Context: an optimization exercise on an open-source flow, tuned for small area and a short achievable clock period. The choices shown serve that exercise and are no tape-out recipe. Only simulation tests tie the RTL to the original design; equivalence was not proved. Power and IR drop assume default switching activity.

$ cat flow/config.mk
export PLATFORM = sky130hd
export DESIGN_NAME = pte_rx
export DESIGN_NICKNAME = pte_rx
export VERILOG_FILES = /design/flow/design.v
export SDC_FILE = /design/flow/constraint.sdc
export NUM_CORES = 4
export LEC_CHECK = 0
export CAP_MARGIN = 20
export CORE_MARGIN = 2
export CORE_UTILIZATION = 40
export SLEW_MARGIN = 20
$ cat flow/constraint.sdc
create_clock -name core_clock -period 5.0 [get_ports {clk}]
set_input_delay 1.0000 -clock core_clock [delete_from_list [all_inputs] [get_ports {clk}]]
set_output_delay 1.0000 -clock core_clock [all_outputs]
set_load 0.01 [all_outputs]
$ cat flow/design.v
module pte_crc8_rom (
    input  wire [7:0] idx,
    output reg  [7:0] val
);
  always @(*) begin
    case (idx)
      8'h00: val = 8'h00;  8'h01: val = 8'h07;  8'h02: val = 8'h0E;  8'h03: val = 8'h09;
      8'h04: val = 8'h1C;  8'h05: val = 8'h1B;  8'h06: val = 8'h12;  8'h07: val = 8'h15;
      8'h08: val = 8'h38;  8'h09: val = 8'h3F;  8'h0A: val = 8'h36;  8'h0B: val = 8'h31;
      8'h0C: val = 8'h24;  8'h0D: val = 8'h23;  8'h0E: val = 8'h2A;  8'h0F: val = 8'h2D;
      8'h10: val = 8'h70;  8'h11: val = 8'h77;  8'h12: val = 8'h7E;  8'h13: val = 8'h79;
      8'h14: val = 8'h6C;  8'h15: val = 8'h6B;  8'h16: val = 8'h62;  8'h17: val = 8'h65;
      8'h18: val = 8'h48;  8'h19: val = 8'h4F;  8'h1A: val = 8'h46;  8'h1B: val = 8'h41;
      8'h1C: val = 8'h54;  8'h1D: val = 8'h53;  8'h1E: val = 8'h5A;  8'h1F: val = 8'h5D;
      8'h20: val = 8'hE0;  8'h21: val = 8'hE7;  8'h22: val = 8'hEE;  8'h23: val = 8'hE9;
      8'h24: val = 8'hFC;  8'h25: val = 8'hFB;  8'h26: val = 8'hF2;  8'h27: val = 8'hF5;
      8'h28: val = 8'hD8;  8'h29: val = 8'hDF;  8'h2A: val = 8'hD6;  8'h2B: val = 8'hD1;
      8'h2C: val = 8'hC4;  8'h2D: val = 8'hC3;  8'h2E: val = 8'hCA;  8'h2F: val = 8'hCD;
      8'h30: val = 8'h90;  8'h31: val = 8'h97;  8'h32: val = 8'h9E;  8'h33: val = 8'h99;
      8'h34: val = 8'h8C;  8'h35: val = 8'h8B;  8'h36: val = 8'h82;  8'h37: val = 8'h85;
      8'h38: val = 8'hA8;  8'h39: val = 8'hAF;  8'h3A: val = 8'hA6;  8'h3B: val = 8'hA1;
      8'h3C: val = 8'hB4;  8'h3D: val = 8'hB3;  8'h3E: val = 8'hBA;  8'h3F: val = 8'hBD;
      8'h40: val = 8'hC7;  8'h41: val = 8'hC0;  8'h42: val = 8'hC9;  8'h43: val = 8'hCE;
      8'h44: val = 8'hDB;  8'h45: val = 8'hDC;  8'h46: val = 8'hD5;  8'h47: val = 8'hD2;
      8'h48: val = 8'hFF;  8'h49: val = 8'hF8;  8'h4A: val = 8'hF1;  8'h4B: val = 8'hF6;
      8'h4C: val = 8'hE3;  8'h4D: val = 8'hE4;  8'h4E: val = 8'hED;  8'h4F: val = 8'hEA;
      8'h50: val = 8'hB7;  8'h51: val = 8'hB0;  8'h52: val = 8'hB9;  8'h53: val = 8'hBE;
      8'h54: val = 8'hAB;  8'h55: val = 8'hAC;  8'h56: val = 8'hA5;  8'h57: val = 8'hA2;
      8'h58: val = 8'h8F;  8'h59: val = 8'h88;  8'h5A: val = 8'h81;  8'h5B: val = 8'h86;
      8'h5C: val = 8'h93;  8'h5D: val = 8'h94;  8'h5E: val = 8'h9D;  8'h5F: val = 8'h9A;
      8'h60: val = 8'h27;  8'h61: val = 8'h20;  8'h62: val = 8'h29;  8'h63: val = 8'h2E;
      8'h64: val = 8'h3B;  8'h65: val = 8'h3C;  8'h66: val = 8'h35;  8'h67: val = 8'h32;
      8'h68: val = 8'h1F;  8'h69: val = 8'h18;  8'h6A: val = 8'h11;  8'h6B: val = 8'h16;
      8'h6C: val = 8'h03;  8'h6D: val = 8'h04;  8'h6E: val = 8'h0D;  8'h6F: val = 8'h0A;
      8'h70: val = 8'h57;  8'h71: val = 8'h50;  8'h72: val = 8'h59;  8'h73: val = 8'h5E;
      8'h74: val = 8'h4B;  8'h75: val = 8'h4C;  8'h76: val = 8'h45;  8'h77: val = 8'h42;
      8'h78: val = 8'h6F;  8'h79: val = 8'h68;  8'h7A: val = 8'h61;  8'h7B: val = 8'h66;
      8'h7C: val = 8'h73;  8'h7D: val = 8'h74;  8'h7E: val = 8'h7D;  8'h7F: val = 8'h7A;
      8'h80: val = 8'h89;  8'h81: val = 8'h8E;  8'h82: val = 8'h87;  8'h83: val = 8'h80;
      8'h84: val = 8'h95;  8'h85: val = 8'h92;  8'h86: val = 8'h9B;  8'h87: val = 8'h9C;
      8'h88: val = 8'hB1;  8'h89: val = 8'hB6;  8'h8A: val = 8'hBF;  8'h8B: val = 8'hB8;
      8'h8C: val = 8'hAD;  8'h8D: val = 8'hAA;  8'h8E: val = 8'hA3;  8'h8F: val = 8'hA4;
      8'h90: val = 8'hF9;  8'h91: val = 8'hFE;  8'h92: val = 8'hF7;  8'h93: val = 8'hF0;
      8'h94: val = 8'hE5;  8'h95: val = 8'hE2;  8'h96: val = 8'hEB;  8'h97: val = 8'hEC;
      8'h98: val = 8'hC1;  8'h99: val = 8'hC6;  8'h9A: val = 8'hCF;  8'h9B: val = 8'hC8;
      8'h9C: val = 8'hDD;  8'h9D: val = 8'hDA;  8'h9E: val = 8'hD3;  8'h9F: val = 8'hD4;
      8'hA0: val = 8'h69;  8'hA1: val = 8'h6E;  8'hA2: val = 8'h67;  8'hA3: val = 8'h60;
      8'hA4: val = 8'h75;  8'hA5: val = 8'h72;  8'hA6: val = 8'h7B;  8'hA7: val = 8'h7C;
      8'hA8: val = 8'h51;  8'hA9: val = 8'h56;  8'hAA: val = 8'h5F;  8'hAB: val = 8'h58;
      8'hAC: val = 8'h4D;  8'hAD: val = 8'h4A;  8'hAE: val = 8'h43;  8'hAF: val = 8'h44;
      8'hB0: val = 8'h19;  8'hB1: val = 8'h1E;  8'hB2: val = 8'h17;  8'hB3: val = 8'h10;
      8'hB4: val = 8'h05;  8'hB5: val = 8'h02;  8'hB6: val = 8'h0B;  8'hB7: val = 8'h0C;
      8'hB8: val = 8'h21;  8'hB9: val = 8'h26;  8'hBA: val = 8'h2F;  8'hBB: val = 8'h28;
      8'hBC: val = 8'h3D;  8'hBD: val = 8'h3A;  8'hBE: val = 8'h33;  8'hBF: val = 8'h34;
      8'hC0: val = 8'h4E;  8'hC1: val = 8'h49;  8'hC2: val = 8'h40;  8'hC3: val = 8'h47;
      8'hC4: val = 8'h52;  8'hC5: val = 8'h55;  8'hC6: val = 8'h5C;  8'hC7: val = 8'h5B;
      8'hC8: val = 8'h76;  8'hC9: val = 8'h71;  8'hCA: val = 8'h78;  8'hCB: val = 8'h7F;
      8'hCC: val = 8'h6A;  8'hCD: val = 8'h6D;  8'hCE: val = 8'h64;  8'hCF: val = 8'h63;
      8'hD0: val = 8'h3E;  8'hD1: val = 8'h39;  8'hD2: val = 8'h30;  8'hD3: val = 8'h37;
      8'hD4: val = 8'h22;  8'hD5: val = 8'h25;  8'hD6: val = 8'h2C;  8'hD7: val = 8'h2B;
      8'hD8: val = 8'h06;  8'hD9: val = 8'h01;  8'hDA: val = 8'h08;  8'hDB: val = 8'h0F;
      8'hDC: val = 8'h1A;  8'hDD: val = 8'h1D;  8'hDE: val = 8'h14;  8'hDF: val = 8'h13;
      8'hE0: val = 8'hAE;  8'hE1: val = 8'hA9;  8'hE2: val = 8'hA0;  8'hE3: val = 8'hA7;
      8'hE4: val = 8'hB2;  8'hE5: val = 8'hB5;  8'hE6: val = 8'hBC;  8'hE7: val = 8'hBB;
      8'hE8: val = 8'h96;  8'hE9: val = 8'h91;  8'hEA: val = 8'h98;  8'hEB: val = 8'h9F;
      8'hEC: val = 8'h8A;  8'hED: val = 8'h8D;  8'hEE: val = 8'h84;  8'hEF: val = 8'h83;
      8'hF0: val = 8'hDE;  8'hF1: val = 8'hD9;  8'hF2: val = 8'hD0;  8'hF3: val = 8'hD7;
      8'hF4: val = 8'hC2;  8'hF5: val = 8'hC5;  8'hF6: val = 8'hCC;  8'hF7: val = 8'hCB;
      8'hF8: val = 8'hE6;  8'hF9: val = 8'hE1;  8'hFA: val = 8'hE8;  8'hFB: val = 8'hEF;
      8'hFC: val = 8'hFA;  8'hFD: val = 8'hFD;  8'hFE: val = 8'hF4;  8'hFF: val = 8'hF3;
      default: val = 8'h00;
    endcase
  end
endmodule
module pte_rx (
    input  wire        clk,
    input  wire        rst,             
    input  wire        in_valid,
    input  wire [7:0]  in_byte,
    output reg         res_valid,
    output reg  [7:0]  res_code,        
    output reg  [15:0] res_data_len,    
    output reg  [7:0]  res_opt_len,     
    output reg  [2:0]  res_addr_ctl,    
    output reg         res_ext_hdr_valid,
    output reg  [7:0]  res_ext_hdr,
    output reg  [47:0] res_orig,        
    output reg         res_dest_valid,
    output reg  [31:0] res_dest,        
    output reg  [1:0]  res_kind,        
    output reg  [31:0] res_data,        
    output reg  [7:0]  res_subtel,      
    output reg  [15:0] res_rssi_dbm     
);
  localparam [7:0] C_OK         = 8'h00;
  localparam [7:0] C_HDR_CRC    = 8'h12;
  localparam [7:0] C_PKT_TYPE   = 8'h13;
  localparam [7:0] C_SHORT      = 8'h20;
  localparam [7:0] C_ADDR_CTL   = 8'h21;
  localparam [7:0] C_KIND       = 8'h22;
  localparam [7:0] C_DATA_CRC   = 8'h23;
  localparam [7:0] C_OPT_CRC    = 8'h24;
  localparam [7:0] C_TRUNCATED  = 8'h25;
  localparam [7:0] SYNC         = 8'h55;
  localparam [7:0] PT_RADIO     = 8'h0A;
  localparam [2:0] A_WAITSYNC = 3'd0;
  localparam [2:0] A_LENHI    = 3'd1;
  localparam [2:0] A_LENLO    = 3'd2;
  localparam [2:0] A_OPTLEN   = 3'd3;
  localparam [2:0] A_BODY     = 3'd4;
  reg  [2:0]  asm_st;
  reg  [15:0] asm_len;        
  reg  [16:0] total;          
  reg  [15:0] data_len;
  reg  [7:0]  opt_len;
  reg  [7:0]  pkt_type;
  reg         hdr_crc_bad;
  localparam [3:0] P_HDR  = 4'd0;
  localparam [3:0] P_EXTH = 4'd1;
  localparam [3:0] P_EXTK = 4'd2;
  localparam [3:0] P_ORIG = 4'd3;
  localparam [3:0] P_DEST = 4'd4;
  localparam [3:0] P_DATA = 4'd5;
  localparam [3:0] P_DCRC = 4'd6;
  localparam [3:0] P_SUB  = 4'd7;
  localparam [3:0] P_SIG  = 4'd8;
  localparam [3:0] P_REST = 4'd9;
  reg  [3:0]  pst;
  reg  [2:0]  fcnt;           
  reg  [2:0]  addr_ctl;
  reg         ext_flag;
  reg  [3:0]  kind_sel;
  reg  [7:0]  ext_hdr;
  reg  [47:0] orig;
  reg  [31:0] dest;
  reg  [31:0] data;
  reg  [7:0]  subtel;
  reg  [7:0]  sig_raw;
  reg         data_crc_bad;
  reg  [7:0]  hdr_crc;        
  reg  [7:0]  data_crc;       
  reg  [7:0]  opt_crc;        
  wire [7:0]  hdr_crc_next;
  wire [7:0]  data_crc_next;
  wire [7:0]  opt_crc_next;
  pte_crc8_rom u_hdr_rom  (.idx(hdr_crc  ^ in_byte), .val(hdr_crc_next));
  pte_crc8_rom u_data_rom (.idx(data_crc ^ in_byte), .val(data_crc_next));
  pte_crc8_rom u_opt_rom  (.idx(opt_crc  ^ in_byte), .val(opt_crc_next));
  wire [16:0] total_new   = 17'd7 + {1'b0, data_len} + {9'd0, in_byte};
  wire [16:0] s_len       = {1'b0, data_len} + {9'd0, opt_len};
  wire        in_body     = in_valid && (asm_st == A_BODY);
  wire        last_byte   = in_body && ({1'b0, asm_len} == total - 17'd1);
  wire        is_s_byte   = in_body && (asm_len >= 16'd6) &&
                            ({1'b0, asm_len} < 17'd6 + s_len);
  wire        ac_ok       = (addr_ctl[2] == 1'b0);
  wire [2:0]  orig_w      = (addr_ctl == 3'b000) ? 3'd3 :
                            (addr_ctl == 3'b011) ? 3'd6 : 3'd4;
  wire        has_dest    = (addr_ctl == 3'b010);
  wire        kind_ok     = (kind_sel <= 4'd2);
  wire [2:0]  data_w      = (kind_sel == 4'd2) ? 3'd4 : 3'd1;
  wire [3:0]  after_ext_st   = ac_ok ? P_ORIG : P_REST;
  wire [3:0]  after_addr_st  = kind_ok ? P_DATA : P_REST;
  wire        addr_done   = (pst == P_DATA) || (pst == P_DCRC) ||
                            (pst == P_SUB)  || (pst == P_SIG)  ||
                            (pst == P_REST);
  wire        dcrc_done   = (pst == P_SUB)  || (pst == P_SIG)  ||
                            (pst == P_REST);
  wire        sig_done    = (pst == P_REST);
  reg  [7:0]  code;
  always @(*) begin
    if (hdr_crc_bad)                    code = C_HDR_CRC;
    else if (pkt_type != PT_RADIO)      code = C_PKT_TYPE;
    else if (data_len <= 16'd6)         code = C_SHORT;
    else if (!ac_ok)                    code = C_ADDR_CTL;
    else if (!addr_done)                code = C_TRUNCATED;
    else if (!kind_ok)                  code = C_KIND;
    else if (!dcrc_done)                code = C_TRUNCATED;
    else if (data_crc_bad)              code = C_DATA_CRC;
    else if (!sig_done)                 code = C_TRUNCATED;
    else if (opt_crc != in_byte)        code = C_OPT_CRC;
    else                                code = C_OK;
  end
  always @(posedge clk) begin
    if (rst) begin
      asm_st      <= A_WAITSYNC;
      asm_len     <= 16'd0;
      total       <= 17'd0;
      data_len    <= 16'd0;
      opt_len     <= 8'd0;
      pkt_type    <= 8'd0;
      hdr_crc     <= 8'd0;
      hdr_crc_bad <= 1'b0;
    end else if (in_valid) begin
      case (asm_st)
        A_WAITSYNC: begin
          if (in_byte == SYNC) begin
            asm_st  <= A_LENHI;
            asm_len <= 16'd1;
            hdr_crc <= 8'd0;
          end
        end
        A_LENHI: begin
          data_len[15:8] <= in_byte;
          hdr_crc        <= hdr_crc_next;
          asm_len        <= 16'd2;
          asm_st         <= A_LENLO;
        end
        A_LENLO: begin
          data_len[7:0]  <= in_byte;
          hdr_crc        <= hdr_crc_next;
          asm_len        <= 16'd3;
          asm_st         <= A_OPTLEN;
        end
        A_OPTLEN: begin
          opt_len <= in_byte;
          hdr_crc <= hdr_crc_next;
          total   <= total_new;
          if (total_new > 17'd65535) begin
            asm_st  <= A_WAITSYNC;      
            asm_len <= 16'd0;
          end else begin
            asm_st  <= A_BODY;
            asm_len <= 16'd4;
          end
        end
        A_BODY: begin
          if (asm_len == 16'd4) begin
            pkt_type <= in_byte;
            hdr_crc  <= hdr_crc_next;
          end
          if (asm_len == 16'd5)
            hdr_crc_bad <= (hdr_crc != in_byte);
          if (last_byte) begin
            asm_st  <= A_WAITSYNC;
            asm_len <= 16'd0;
          end else begin
            asm_len <= asm_len + 16'd1;
          end
        end
        default: begin
          asm_st  <= A_WAITSYNC;
          asm_len <= 16'd0;
        end
      endcase
    end
  end
  always @(posedge clk) begin
    if (rst) begin
      pst          <= P_HDR;
      fcnt         <= 3'd0;
      addr_ctl     <= 3'd0;
      ext_flag     <= 1'b0;
      kind_sel     <= 4'd0;
      ext_hdr      <= 8'd0;
      orig         <= 48'd0;
      dest         <= 32'd0;
      data         <= 32'd0;
      subtel       <= 8'd0;
      sig_raw      <= 8'd0;
      data_crc     <= 8'd0;
      data_crc_bad <= 1'b0;
      opt_crc      <= 8'd0;
    end else if (in_body && asm_len == 16'd5) begin
      pst          <= P_HDR;
      fcnt         <= 3'd0;
      orig         <= 48'd0;
      dest         <= 32'd0;
      data         <= 32'd0;
      data_crc     <= 8'd0;
      data_crc_bad <= 1'b0;
      opt_crc      <= 8'd0;
    end else if (is_s_byte) begin
      opt_crc <= opt_crc_next;
      case (pst)
        P_HDR: begin
          addr_ctl <= in_byte[7:5];
          ext_flag <= in_byte[4];
          kind_sel <= in_byte[3:0];
          if (in_byte[4])
            pst <= P_EXTH;
          else if (in_byte[3:0] == 4'hF)
            pst <= P_EXTK;
          else if (in_byte[7] == 1'b0) begin
            pst  <= P_ORIG;
            fcnt <= (in_byte[7:5] == 3'b000) ? 3'd2 :
                    (in_byte[7:5] == 3'b011) ? 3'd5 : 3'd3;
          end else
            pst <= P_REST;
        end
        P_EXTH: begin
          ext_hdr <= in_byte;
          if (kind_sel == 4'hF)
            pst <= P_EXTK;
          else begin
            pst  <= after_ext_st;
            fcnt <= orig_w - 3'd1;
          end
        end
        P_EXTK: begin
          pst      <= after_ext_st;
          fcnt     <= orig_w - 3'd1;
        end
        P_ORIG: begin
          orig <= {orig[39:0], in_byte};
          if (fcnt == 3'd0) begin
            if (has_dest) begin
              pst  <= P_DEST;
              fcnt <= 3'd3;
            end else begin
              pst  <= after_addr_st;
              fcnt <= data_w - 3'd1;
            end
          end else
            fcnt <= fcnt - 3'd1;
        end
        P_DEST: begin
          dest <= {dest[23:0], in_byte};
          if (fcnt == 3'd0) begin
            pst  <= after_addr_st;
            fcnt <= data_w - 3'd1;
          end else
            fcnt <= fcnt - 3'd1;
        end
        P_DATA: begin
          data     <= {data[23:0], in_byte};
          data_crc <= data_crc_next;
          if (fcnt == 3'd0)
            pst <= P_DCRC;
          else
            fcnt <= fcnt - 3'd1;
        end
        P_DCRC: begin
          data_crc_bad <= (data_crc != in_byte);
          pst          <= P_SUB;
        end
        P_SUB: begin
          subtel <= in_byte;
          pst    <= P_SIG;
        end
        P_SIG: begin
          sig_raw <= in_byte;
          pst     <= P_REST;
        end
        default: pst <= P_REST;
      endcase
    end
  end
  always @(posedge clk) begin
    if (rst) begin
      res_valid         <= 1'b0;
      res_code          <= 8'd0;
      res_data_len      <= 16'd0;
      res_opt_len       <= 8'd0;
      res_addr_ctl      <= 3'd0;
      res_ext_hdr_valid <= 1'b0;
      res_ext_hdr       <= 8'd0;
      res_orig          <= 48'd0;
      res_dest_valid    <= 1'b0;
      res_dest          <= 32'd0;
      res_kind          <= 2'd0;
      res_data          <= 32'd0;
      res_subtel        <= 8'd0;
      res_rssi_dbm      <= 16'd0;
    end else begin
      res_valid <= last_byte;
      if (last_byte) begin
        res_code          <= code;
        res_data_len      <= data_len;
        res_opt_len       <= opt_len;
        res_addr_ctl      <= addr_ctl;
        res_ext_hdr_valid <= ext_flag;
        res_ext_hdr       <= ext_hdr;
        res_orig          <= orig;
        res_dest_valid    <= has_dest;
        res_dest          <= dest;
        res_kind          <= kind_sel[1:0];
        res_data          <= data;
        res_subtel        <= subtel;
        res_rssi_dbm      <= 16'd0 - {8'd0, sig_raw};
      end
    end
  end
endmodule
$ cat flow/run.sh
#!/bin/bash
# synth_recipe.tcl (not shown) runs the flow's synth.tcl, then flattens the netlist and writes it again
# the make line also repeats each setting of config.mk as NAME=value (left out here)
make -C /OpenROAD-flow-scripts/flow DESIGN_CONFIG=/design/flow/config.mk WORK_HOME=/design/flow/orfs CLKGATE_MAP_FILE= SYNTH_SCRIPT=/design/flow/synth_recipe.tcl finish
==> impl_metrics.csv <==
group,metric,value,unit
status,outcome,"no timing/DRC/antenna violations",
clock_tree,ctsHtreeMaxLevel,2,
worst_setup_path,critPathRequiredTime,5500,ps
die,num_io_pins,195,
cells_and_area,synthToLayoutAreaGrowth,21.5,%
clock_tree,cts_tree,"yes",
pwr,p_per_area,305,nW/um2
sta,hold_violations,0,
global_route,grt_pass1_vias,14837,
synthesis,yosysTopAreaCell,"dfxtp_1",
synthesis,seq_area_frac_synth,43.6,%
worst_setup_path,slowest_stage,"fa_1",
sta,tightest_slew,1070,ps
die,die-height,223,um
placed_design,post-place-ws,-29.6,ps
clock_tree,cts_buffer_depth,3,
synthesis,synth_top_area_share,43.6,%
global_route,track_usage,20.2,%
drt,via_per_inst,5.20,
die,rows,80,
min_path,min_path_type,"flip-flop to flip-flop",
synthesis,async_flop_share,0,%
clock_tree,clk_pin_slew_worst_paths,60,ps
worst_setup_path,crit_buf_inv,6,
drt,route.detailed.drc,0,
clock_tree,cts_made_buffers,46,
sta,clock-skew-final,20.7,ps
global_route,grt_pass1_wl,81900,um
placed_design,place_area,21700,um2
synthesis,ys_ff_latch,419,
synthesis,synth_edf_count,0,
die,die_w,223,um
drt,wl,51300,um
placed_design,dpl.hpwl,34200,um
worst_setup_path,worst_setup_path_start_kind,"flip-flop",
pwr,finalPower,7.12,mW
synthesis,syn_area,19200,um2
drt,via_count,15416,
sta,relSlewSlack,28.8,%
worst_setup_path,cp_max_fo,33,
pwr,ir_drop,257,uV
pwr,power_leakage,8.31,nW
clock_tree,clock_latency,580,ps
placed_design,gp_congestion,0.860,
drt,wl_per_cell,17.3,um
sta,slew_viol_final,0,
worst_setup_path,max_stage_delay,390,ps
sta,finalSetupViolations,0,
cells_and_area,diodes,0,
die,core_area,47500,um2
synthesis,ys.warnings.count,2,
drt,ant_nets,0,
sta,min_period_over_period,93.0,%
die,start_util,40.4,%
drt,dr.pass1.iters,7,
synthesis,syn_inst,2178,
worst_setup_path,cp_top_family,"compound AO/OA/AOI/OAI gates",
clock_tree,clock-root-buffer,"clkbuf_16",
global_route,antenna_found_initial,0,
drt,drtIter0Drc,933,
cells_and_area,fillers,4474,
sta,fmax,0.215,GHz
placed_design,dp_cells,2880,
global_route,grt_max_degree,112,
synthesis,netlist_top_cells_area,"dfxtp_1, mux2i_1, nor2_1",
synthesis,syn_area_per_cell,8.82,um2
sta,setup_ws,349,ps
sta,fin_crit,4650,ps
clock_tree,cts-hold-fix-buffers,0,
cells_and_area,postLayoutCellArea,23400,um2
clock_tree,numClockSinks,419,
sta,holdWs,462,ps
cells_and_area,fin_cells,2965,
cells_and_area,fin_nets,2393,
worst_setup_path,cp.arrival,5150,ps
sta,rsz0062_at_grt,"no",
worst_setup_path,path_class,"flip-flop to flip-flop",
worst_setup_path,endpoint_kind,"flip-flop",
die,die_area,49800,um2
placed_design,port-buffer-count,191,
synthesis,synth_flop_cell,"dfxtp_1",
global_route,grt_overflow_total,0,
synthesis,netlist-cell-type-count,72,
run,drv_cap,0,
cells_and_area,drive_above_1_share,7.57,%
==> final timing paths <==
check / startpoint / endpoint / slack [ps] / depth (start not counted)
max reg2reg: data_len[1] / data[2] / 350 / 26
min reg2reg: data[29] / data[29] / 460 / 2
max: data_len[1] / data[2] / 350 / 26
min: data[29] / data[29] / 460 / 2
==> flip-flops by register name, summed over array words and instances, names as in the netlist, 9 cells and up <==
signal	flops
asm_len	16
data	32
data_len	16
dest	32
orig	48
res_data	32
res_data_len	16
res_dest	32
res_orig	48
res_rssi_dbm	9
total	17
==> synth_stat cells, types with 4 or more instances <==
master and instances:
a211o_1 4, a211oi_1 18, a21bo_2 4, a21o_1 13
a21oi_1 84, and2_1 6, and3_1 7, buf_1 7
buf_2 20, buf_4 15, buf_6 13, clkbuf_1 115
dfxtp_1 419, ha_1 64, inv_1 39, mux2i_1 215
nand2_1 235, nand2b_1 32, nand3_1 146, nand3b_1 7
nand4_1 15, nor2_1 259, nor2b_1 7, nor3_1 31
nor3b_1 4, nor4_1 11, nor4b_1 6, o21a_1 9
o21ai_0 140, o21bai_1 4, o22ai_1 4, o311ai_0 16
o31ai_1 8, or2_2 5, or3_1 13, or3b_1 4
or4_1 4, or4b_2 4, xnor2_1 86, xor2_1 41
==> layout by cell type (no fill, tap or decap), types with 5 or more instances in the layout <==
cell type	count
a211oi_1	18
a21o_1	13
a21oi_1	83
and2_1	6
and3_1	7
buf_12	8
buf_4	58
clkbuf_1	8
clkbuf_16	48
clkbuf_8	10
clkdlybuf4s50_1	190
clkinv_2	9
dfxtp_1	419
ha_1	64
inv_1	39
mux2i_1	215
nand2_1	235
nand2b_1	32
nand3_1	146
nand3b_1	7
nand4_1	15
nor2_1	258
nor2b_1	6
nor3_1	31
nor4_1	10
nor4b_1	6
o21a_1	9
o21ai_0	139
o311ai_0	15
o31ai_1	8
or2_2	5
or3_1	13
xnor2_1	86
xor2_1	41
==> routing by layer <==
| metal | wire length (um) | vias up | GRT usage, % |
|---|---|---|---|
| li1 | - | 7750 | - |
| met1 | 23600 | 7315 | 27.0 |
| met2 | 24000 | 281 | 33.4 |
| met3 | 2410 | 70 | 3.94 |
| met4 | 1230 | 0 | 5.63 |
| met5 | 0 | - | 0 |
==> report_power, final <==
| group | switching [mW] | total, mW | internal (mW) |
|---|---|---|---|
| Clock | 1.40 | 3.47 | 2.07 |
| Sequential | 0.00793 | 3.35 | 3.34 |
| Combinational | 0.201 | 0.300 | 0.0990 |
| Total | 1.61 | 7.12 | 5.51 |
==> stage by stage <==
step           utilization (%)  TNS (ps)
5_1_grt                   49.1         0
3_3_place_gp              45.7     -90.7
6_report                  49.1         0
2_1_floorplan                -         0
3_5_place_dp              45.7      -132
4_1_cts                   49.0         0
==> repair_timing <==
action,4_1_cts,5_1_grt
setup endpoints to repair,8,65
gates cloned,0,1
pin swaps,1,1
setup buffers,1,1
gates resized for setup,0,10
==> worst min-delay path, cell delays in order, from the launching register on <==
cell	delay, ps
dfxtp_1	310
nand2_1	50
o21ai_0	60
==> logic make-up (layout without fill, tap and decap cells) <==
family | Yosys count | in the layout | share of synthesized area [%]
compound gates | 329 | 329 | 10.4
xor+xnor | 127 | 127 | 5.79
fa+ha+maj | 66 | 66 | 4.38
buf+inv | 210 | 380 | 5.09
flops | 419 | 419 | 43.6
mux | 215 | 215 | 11.2
other cells | 1 | 3 | 0.0195
simple gates | 811 | 811 | 19.5
==> area by class of cell <==
cell class              instances  area [um2]  share of cell area [%]
clock inverters                18         219                   0.937
multi-input cells            1551        9960                    42.6
inverters                      39         146                   0.627
flip-flops and latches        419        8390                    35.9
repair buffers                259        2550                    10.9
well taps                     615         769                    3.29
clock buffers                  64        1330                    5.69

==> separate check: timing with driven ports <==
The results above use ideal ports. As a check the final layout listed here was re-extracted and re-timed, cells and wires unchanged.
Step 1 assumes that a clkbuf_16 drives the clock port and a buf_2 every other input.
Step 2, shift: input delay + t, output delay - t, t = (earliest + latest rising clock arrival at the registers) / 2. This alone moves slack from input paths to output paths.
a / b / c = no drivers / after step 1 / after step 2; a / b = the first two.
t, ns: 0.625
setup WS [ns]: 0.349 / 0.349 / 0.349
hold WS [ns]: 0.462 / 0.462 / 0.462
pins driven straight from the clock port: 1
After both steps this run still meets setup and hold. For this run, drivers alone change the setup slack by 0.000 ns; drivers and shift together by 0.000 ns.
